This is an optimization exercise on Yosys and OpenROAD, whose aim is small area, a short achievable clock period and few clock cycles per item, not a production implementation.
Only simulation tests tie the RTL to the original design; equivalence was not proved.
Power is estimated from default activity; no workload was simulated.

## constraint.sdc

```tcl
create_clock -name core_clock -period 10.0 [get_ports {clk}]
set_input_delay 2.0000 -clock core_clock [delete_from_list [all_inputs] [get_ports {clk}]]
set_output_delay 2.0000 -clock core_clock [all_outputs]
set_load 0.01 [all_outputs]
```

## design.v

```verilog
module sha256_hash_engine (
    input  wire         clk,
    input  wire         rst_n,       
    input  wire         start,
    input  wire         in_valid,
    output wire         in_ready,
    input  wire [7:0]   in_byte,
    input  wire         in_last,
    input  wire         in_empty,
    output reg          dig_valid,
    output wire [255:0] dig
);
    localparam [2:0] S_IDLE = 3'd0,
                     S_LOAD = 3'd1,    
                     S_PAD  = 3'd2,    
                     S_COMP = 3'd3,    
                     S_ADD  = 3'd4;    
    reg [2:0]   state;
    reg [511:0] blk;         
    reg [5:0]   blk_pos;     
    reg [15:0]  msg_len;     
    reg [1:0]   pad_step;    
    reg [2:0]   len_idx;     
    reg         last_blk;    
    reg         after_pad;   
    reg [5:0]   round;
    reg [31:0]  H0, H1, H2, H3, H4, H5, H6, H7;
    reg [31:0]  a, b, c, d, e, f, g, h;
    assign in_ready = (state == S_LOAD);
    assign dig = {H0, H1, H2, H3, H4, H5, H6, H7};
    localparam [2047:0] K_TAB = {
        32'hc67178f2, 32'hbef9a3f7, 32'ha4506ceb, 32'h90befffa,
        32'h8cc70208, 32'h84c87814, 32'h78a5636f, 32'h748f82ee,
        32'h682e6ff3, 32'h5b9cca4f, 32'h4ed8aa4a, 32'h391c0cb3,
        32'h34b0bcb5, 32'h2748774c, 32'h1e376c08, 32'h19a4c116,
        32'h106aa070, 32'hf40e3585, 32'hd6990624, 32'hd192e819,
        32'hc76c51a3, 32'hc24b8b70, 32'ha81a664b, 32'ha2bfe8a1,
        32'h92722c85, 32'h81c2c92e, 32'h766a0abb, 32'h650a7354,
        32'h53380d13, 32'h4d2c6dfc, 32'h2e1b2138, 32'h27b70a85,
        32'h14292967, 32'h06ca6351, 32'hd5a79147, 32'hc6e00bf3,
        32'hbf597fc7, 32'hb00327c8, 32'ha831c66d, 32'h983e5152,
        32'h76f988da, 32'h5cb0a9dc, 32'h4a7484aa, 32'h2de92c6f,
        32'h240ca1cc, 32'h0fc19dc6, 32'hefbe4786, 32'he49b69c1,
        32'hc19bf174, 32'h9bdc06a7, 32'h80deb1fe, 32'h72be5d74,
        32'h550c7dc3, 32'h243185be, 32'h12835b01, 32'hd807aa98,
        32'hab1c5ed5, 32'h923f82a4, 32'h59f111f1, 32'h3956c25b,
        32'he9b5dba5, 32'hb5c0fbcf, 32'h71374491, 32'h428a2f98
    };
    wire [31:0] w0  = blk[511:480];
    wire [31:0] w1  = blk[479:448];
    wire [31:0] w9  = blk[223:192];
    wire [31:0] w14 = blk[63:32];
    wire [31:0] s0w = {w1[6:0], w1[31:7]} ^ {w1[17:0], w1[31:18]} ^ (w1 >> 3);
    wire [31:0] s1w = {w14[16:0], w14[31:17]} ^ {w14[18:0], w14[31:19]} ^ (w14 >> 10);
    wire [31:0] w_new = s1w + w9 + s0w + w0;
    wire [31:0] S1  = {e[5:0], e[31:6]} ^ {e[10:0], e[31:11]} ^ {e[24:0], e[31:25]};
    wire [31:0] ch  = (e & f) ^ (~e & g);
    wire [31:0] t1  = h + S1 + ch + K_TAB[32 * round +: 32] + w0;
    wire [31:0] S0  = {a[1:0], a[31:2]} ^ {a[12:0], a[31:13]} ^ {a[21:0], a[31:22]};
    wire [31:0] maj = (a & b) ^ (a & c) ^ (b & c);
    wire [31:0] t2  = S0 + maj;
    wire [63:0] bit_len = {45'd0, msg_len, 3'b000};
    reg  [7:0]  pad_byte;
    always @(*) begin
        case (pad_step)
            2'd0:    pad_byte = 8'h80;
            2'd1:    pad_byte = 8'h00;
            default: pad_byte = bit_len[63 - 8 * len_idx -: 8];
        endcase
    end
    always @(posedge clk) begin
        if (!rst_n) begin
            state     <= S_IDLE;
            dig_valid <= 1'b0;
        end else begin
            dig_valid <= 1'b0;
            case (state)
                S_IDLE: begin
                    if (start) begin
                        {H0, H1, H2, H3} <= {32'h6a09e667, 32'hbb67ae85, 32'h3c6ef372, 32'ha54ff53a};
                        {H4, H5, H6, H7} <= {32'h510e527f, 32'h9b05688c, 32'h1f83d9ab, 32'h5be0cd19};
                        blk_pos  <= 6'd0;
                        msg_len  <= 16'd0;
                        pad_step <= 2'd0;
                        len_idx  <= 3'd0;
                        state    <= in_empty ? S_PAD : S_LOAD;
                    end
                end
                S_LOAD: begin
                    if (in_valid) begin
                        blk     <= {blk[503:0], in_byte};
                        blk_pos <= blk_pos + 6'd1;
                        msg_len <= msg_len + 16'd1;
                        if (blk_pos == 6'd63) begin
                            state     <= S_COMP;
                            round     <= 6'd0;
                            last_blk  <= 1'b0;
                            after_pad <= in_last;
                            {a, b, c, d, e, f, g, h} <= {H0, H1, H2, H3, H4, H5, H6, H7};
                        end
                        else if (in_last)
                            state <= S_PAD;
                    end
                end
                S_PAD: begin
                    blk     <= {blk[503:0], pad_byte};
                    blk_pos <= blk_pos + 6'd1;
                    case (pad_step)
                        2'd0: pad_step <= (blk_pos == 6'd55) ? 2'd2 : 2'd1;
                        2'd1: if (blk_pos == 6'd55) pad_step <= 2'd2;
                        default: len_idx <= len_idx + 3'd1;
                    endcase
                    if (blk_pos == 6'd63) begin
                        state     <= S_COMP;
                        round     <= 6'd0;
                        last_blk  <= pad_step == 2'd2;
                        after_pad <= pad_step != 2'd2;
                        {a, b, c, d, e, f, g, h} <= {H0, H1, H2, H3, H4, H5, H6, H7};
                    end
                end
                S_COMP: begin
                    {a, b, c, d, e, f, g, h} <= {t1 + t2, a, b, c, d + t1, e, f, g};
                    blk   <= {blk[479:0], w_new};
                    round <= round + 6'd1;
                    if (round == 6'd63)
                        state <= S_ADD;
                end
                S_ADD: begin
                    H0 <= H0 + a; H1 <= H1 + b; H2 <= H2 + c; H3 <= H3 + d;
                    H4 <= H4 + e; H5 <= H5 + f; H6 <= H6 + g; H7 <= H7 + h;
                    if (last_blk) begin
                        dig_valid <= 1'b1;
                        state     <= S_IDLE;
                    end else if (after_pad) begin
                        state <= S_PAD;
                    end else begin
                        state <= S_LOAD;
                    end
                end
                default: state <= S_IDLE;
            endcase
        end
    end
endmodule
```

## config.mk

```make
export PLATFORM = sky130hd
export DESIGN_NAME = sha256_hash_engine
export DESIGN_NICKNAME = sha256_hash_engine
export VERILOG_FILES = /design/flow/design.v
export SDC_FILE = /design/flow/constraint.sdc
export NUM_CORES = 4
export LEC_CHECK = 0
export CAP_MARGIN = 20
export CORE_MARGIN = 2
export CORE_UTILIZATION = 40
export SLEW_MARGIN = 20
```

## run.sh

```bash
#!/bin/bash
# synth_recipe.tcl (not shown) runs the flow's synth.tcl, then flattens the netlist and writes it again
# the make line also repeats each setting of config.mk as NAME=value (left out here)
make -C /OpenROAD-flow-scripts/flow DESIGN_CONFIG=/design/flow/config.mk WORK_HOME=/design/flow/orfs CLKGATE_MAP_FILE= SYNTH_SCRIPT=/design/flow/synth_recipe.tcl finish
```

==> out/results.md <==
## Yosys
* **Synth Warn #** 1
* **number of flops mapped to enable cells by yosys** 1059
* **leading post-synthesis cells by cell area** sky130_fd_sc_hd__edfxtp_1 (44%), sky130_fd_sc_hd__nand2_1 (12%), sky130_fd_sc_hd__ha_1 (7.1%)
* **synth unique cells** 90
* **Cell Area, Synth** 0.0717 mm^2
* **Synth Register Bits** 1063
* **synthesized area per cell** 9.32 um^2
* **async set-or-reset flop fraction in the synthesized netlist** 0%
* **number of instances in the synthesized netlist** 7689
* **sequential cell area fraction in the yosys report** 44.5%
* **top cell type by total area after synthesis** sky130_fd_sc_hd__edfxtp_1
* **area share of the leading cell type in the synthesized netlist** 44.4%
* **total nets after synthesis** 8305
* **commonest register cell after synthesis** sky130_fd_sc_hd__edfxtp_1

## STA
* **Final period util** 89.2%
* **Fmax** 112 MHz
* **final-report max-slew violation count** 0
* **worst-margin pin slew** 1240 ps
* **number of hold violations in the final report** 0
* **total of endpoints with negative setup slack in the final report** 0
* **skew final** 36.7 ps
* **relative max-transition margin** 17.5%
* **setup repair after global routing missed its margin** false
* **hold slack final** 526 ps
* **Period minus WS final** 8920 ps

## Die
* **I/O pin count** 272
* **effective utilization at floorplan** 40.2%
* **die area** 0.183 mm^2
* **die width** 427 um
* **core area** 0.178 mm^2
* **number of cell rows** 155
* **die height** 427 um

## Cells and area
* **Final Cell Area** 0.0811 mm^2
* **# nets final** 8415
* **footprint of the multi-input gates** 0.0368 mm^2
* **final non-filler cell total** 10300
* **fraction of layout cells with a size suffix above 1** 4.47%
* **largest register by flop count** blk
* **FF/Latch Area** 0.0319 mm^2
* **max FFs per register** 512
* **Fillers** 17000
* **most common cell after layout, fill and taps aside** sky130_fd_sc_hd__nand2_1
* **Area Overhead vs Synth** 13.1%
* **commonest cells after routing, fill and taps aside** sky130_fd_sc_hd__nand2_1 (2268), sky130_fd_sc_hd__edfxtp_1 (1059), sky130_fd_sc_hd__inv_1 (441)

## Clock network
* **clock latency on the worst-skew pair** 810 ps
* **Reg clk slew, reported paths** 60 ps
* **root buffer cell** sky130_fd_sc_hd__clkbuf_16
* **CTS tree** built
* **number of clock buffers inserted by TritonCTS** 130
* **post-cts hold buffer count** 0
* **Max Buffers Root-to-Sink** 3
* **Post-CTS Repair Setup Buffers** 0
* **number of levels the H-tree was split into** 4
* **count of instances resized after the clock tree is built** 0
* **sinks on the clock net** 1063

## Drt
* **ANT nets after route** 0
* **overall via count from detail_route** 57000
* **overall routed net length** 247000 um
* **DR iter-0 viols** 6003
* **wire length per cell** 24.1 um
* **residual DRC count** 0
* **First-pass DRT Iterations** 8
* **vias per cell** 5.55

## Critical path
* **launching element of the worst setup path** round[1]
* **critical path start-end classification** reg -> reg
* **maximum cell stage delay along the critical path** 570 ps
* **cell class contributing the biggest share of worst-path delay** compound AO/OA/AOI/OAI gates
* **end of the worst register-to-register path** a[31]
* **CP Launch Type** flip-flop
* **Slowest-stage cell, CP** sky130_fd_sc_hd__nor2_1
* **data required time of the worst path** 10550 ps
* **cells on worst reg2reg path** 35
* **CP endpoint kind** flip-flop
* **logic depth of the worst setup path including buffers** 35
* **Critical R2R Launch** round[1]
* **critical path data arrival time** 9460 ps
* **biggest fanout along the worst timing path** 9
* **endpoint of the most critical setup path** a[31]
* **Critical path buffers and inverters** 5
* **reg2reg setup slack** 1080 ps
* **cell type with the highest occurrence count on the critical path** sky130_fd_sc_hd__nor2_1

## Pwr
* **Power Dens Cells** 334 mW/mm^2
* **Internal Dissipation** 14.5 mW
* **part of the power in combinational logic** 58.1%
* **Static Leakage** 32.7 nW
* **Switching Share** 46.5%
* **sequential share of power** 24.0%
* **clock power share** 17.9%
* **reported net switching power** 12.6 mW
* **worst vdd rail ir drop** 282 uV

## Placed design
* **Cell Area, Placed** 0.0767 mm^2
* **placer's final routability congestion estimate** 0.980
* **Port Buffers** 271
* **number of placed instances, taps included** 10000
* **HPWL after detailed placement** 185000 um

## GRT
* **combined global-route utilization of all metal layers** 26.6%
* **maximum number of pins on one net before global-route repair** 218
* **global-route wire length before repair** 361000 um
* **total gr overflow** 0
* **vias in the first global route** 54500
* **number of antenna violations at the first check in global routing** 6

## Min path
* **Worst Hold Class** reg -> reg

## Run status
* **result of the run** finished clean

## Flow run
* **max-cap violation count** 0

==> area by class of cell <==
class	instances	area share (%)
clock inverters	74	1.13
flip-flops and latches	1063	39.3
clock buffers	156	4.16
inverters	443	2.05
well taps	2355	3.63
diodes	9	0.0278
repair buffers	356	4.33
multi-input cells	5805	45.4
==> per-layer routing <==
metal	share of wire (%)	vias up	global-route usage, %	wire (um)
met3	6.8	381	4.38	16900
met1	44	27900	37.3	109000
met2	45	2040	41.0	111000
met4	4.3	2	10.8	10500
li1	-	26600	-	-
met5	0.0032	-	0	8
==> cell families (layout without fill, tap and decap cells) <==
| logic type | count (synthesis) | count (layout) | synth area share [%] |
|---|---|---|---|
| compound gates | 1440 | 1440 | 12.6 |
| fa+ha+maj | 605 | 605 | 12.6 |
| simple gates | 3138 | 3138 | 18.1 |
| flops | 1063 | 1063 | 44.5 |
| mux | 63 | 63 | 1.00 |
| xor+xnor | 559 | 559 | 6.83 |
| other cells | 0 | 9 | 0 |
| buf+inv | 821 | 1029 | 4.30 |
==> power groups by stage <==
stage	logic (mW)	registers (mW)	clock network, mW
after floorplan	10.8	6.52	0
after global placement	15.2	6.58	0
after detailed placement	15.3	6.59	0
after CTS	15.5	6.50	4.95
after global routing	17.2	6.56	5.10
final	15.7	6.51	4.86
==> worst reg2reg max path, delay by kind of cell, from the launching register on <==
family	cells	cell delay (ps)
adder cells (fa/ha/maj)	5	1850
AND/OR/NAND/NOR	10	2040
flip-flops	1	560
buffers and inverters	5	710
XOR/XNOR	1	200
AO/OA/AOI/OAI	14	3310
==> cell usage after synthesis (all sizes together) (81+ instances only) <==
cell    count
nand2    2270
inv       443
nand2b     81
xor2      239
nor2      333
edfxtp   1059
ha        407
xnor2     320
a21oi     347
nor3      108
o21ai     444
clkbuf    344
a21o      180
fa        195
==> through the flow <==
step                      worst slack (ps)  utilization, %  TNS [ps]  power [mW]
after detailed placement              1160            43.1         0        21.9
after global routing                   449            45.5         0        28.9
after floorplan                     -19920               -  -5254270        17.3
final                                 1080            45.5         0        27.1
after CTS                             1110            45.5         0        26.9
after global placement                1260            43.1         0        21.8
==> how the worst min path moves through the flow <==
| stage | from | cells past startpoint | to | slack [ps] |
|---|---|---|---|---|
| after floorplan | last_blk | 1 | dig_valid | 490 |
| after global placement | blk[17] | 2 | blk[49] | 520 |
| after detailed placement | blk[141] | 2 | blk[173] | 520 |
| after CTS | blk[426] | 2 | blk[458] | 530 |
| after global routing | blk[125] | 2 | blk[157] | 550 |
| final | blk[145] | 2 | blk[153] | 530 |
Testbench counts, summed over its fixed seeds: cycles 44,576, bytes 14,064.

==> static timing again, ports no longer ideal <==
Ports are ideal in the flow. The routed layout listed here was re-timed in OpenROAD.
Step 1 sets driving cells, clkbuf_16 on the clock port and buf_2 on the other inputs (assumed; they add their load-dependent delay and slew).
Step 2 also shifts input and output timing later by t, the mid clock arrival at the registers, as if the neighbouring blocks saw the same clock.
a / b / c = no drivers / after step 1 / after step 2; a / b = the first two.
shift t [ns]: 0.873
setup slack, ns: 1.082 / 1.082 / 1.082
hold slack, ns: 0.526 / 0.526 / 0.526
pins driven straight from the clock port: 1
After both steps setup and hold are still met in this run. The setup slack of this run moves by 0.000 ns with the drivers and by 0.000 ns with both steps.
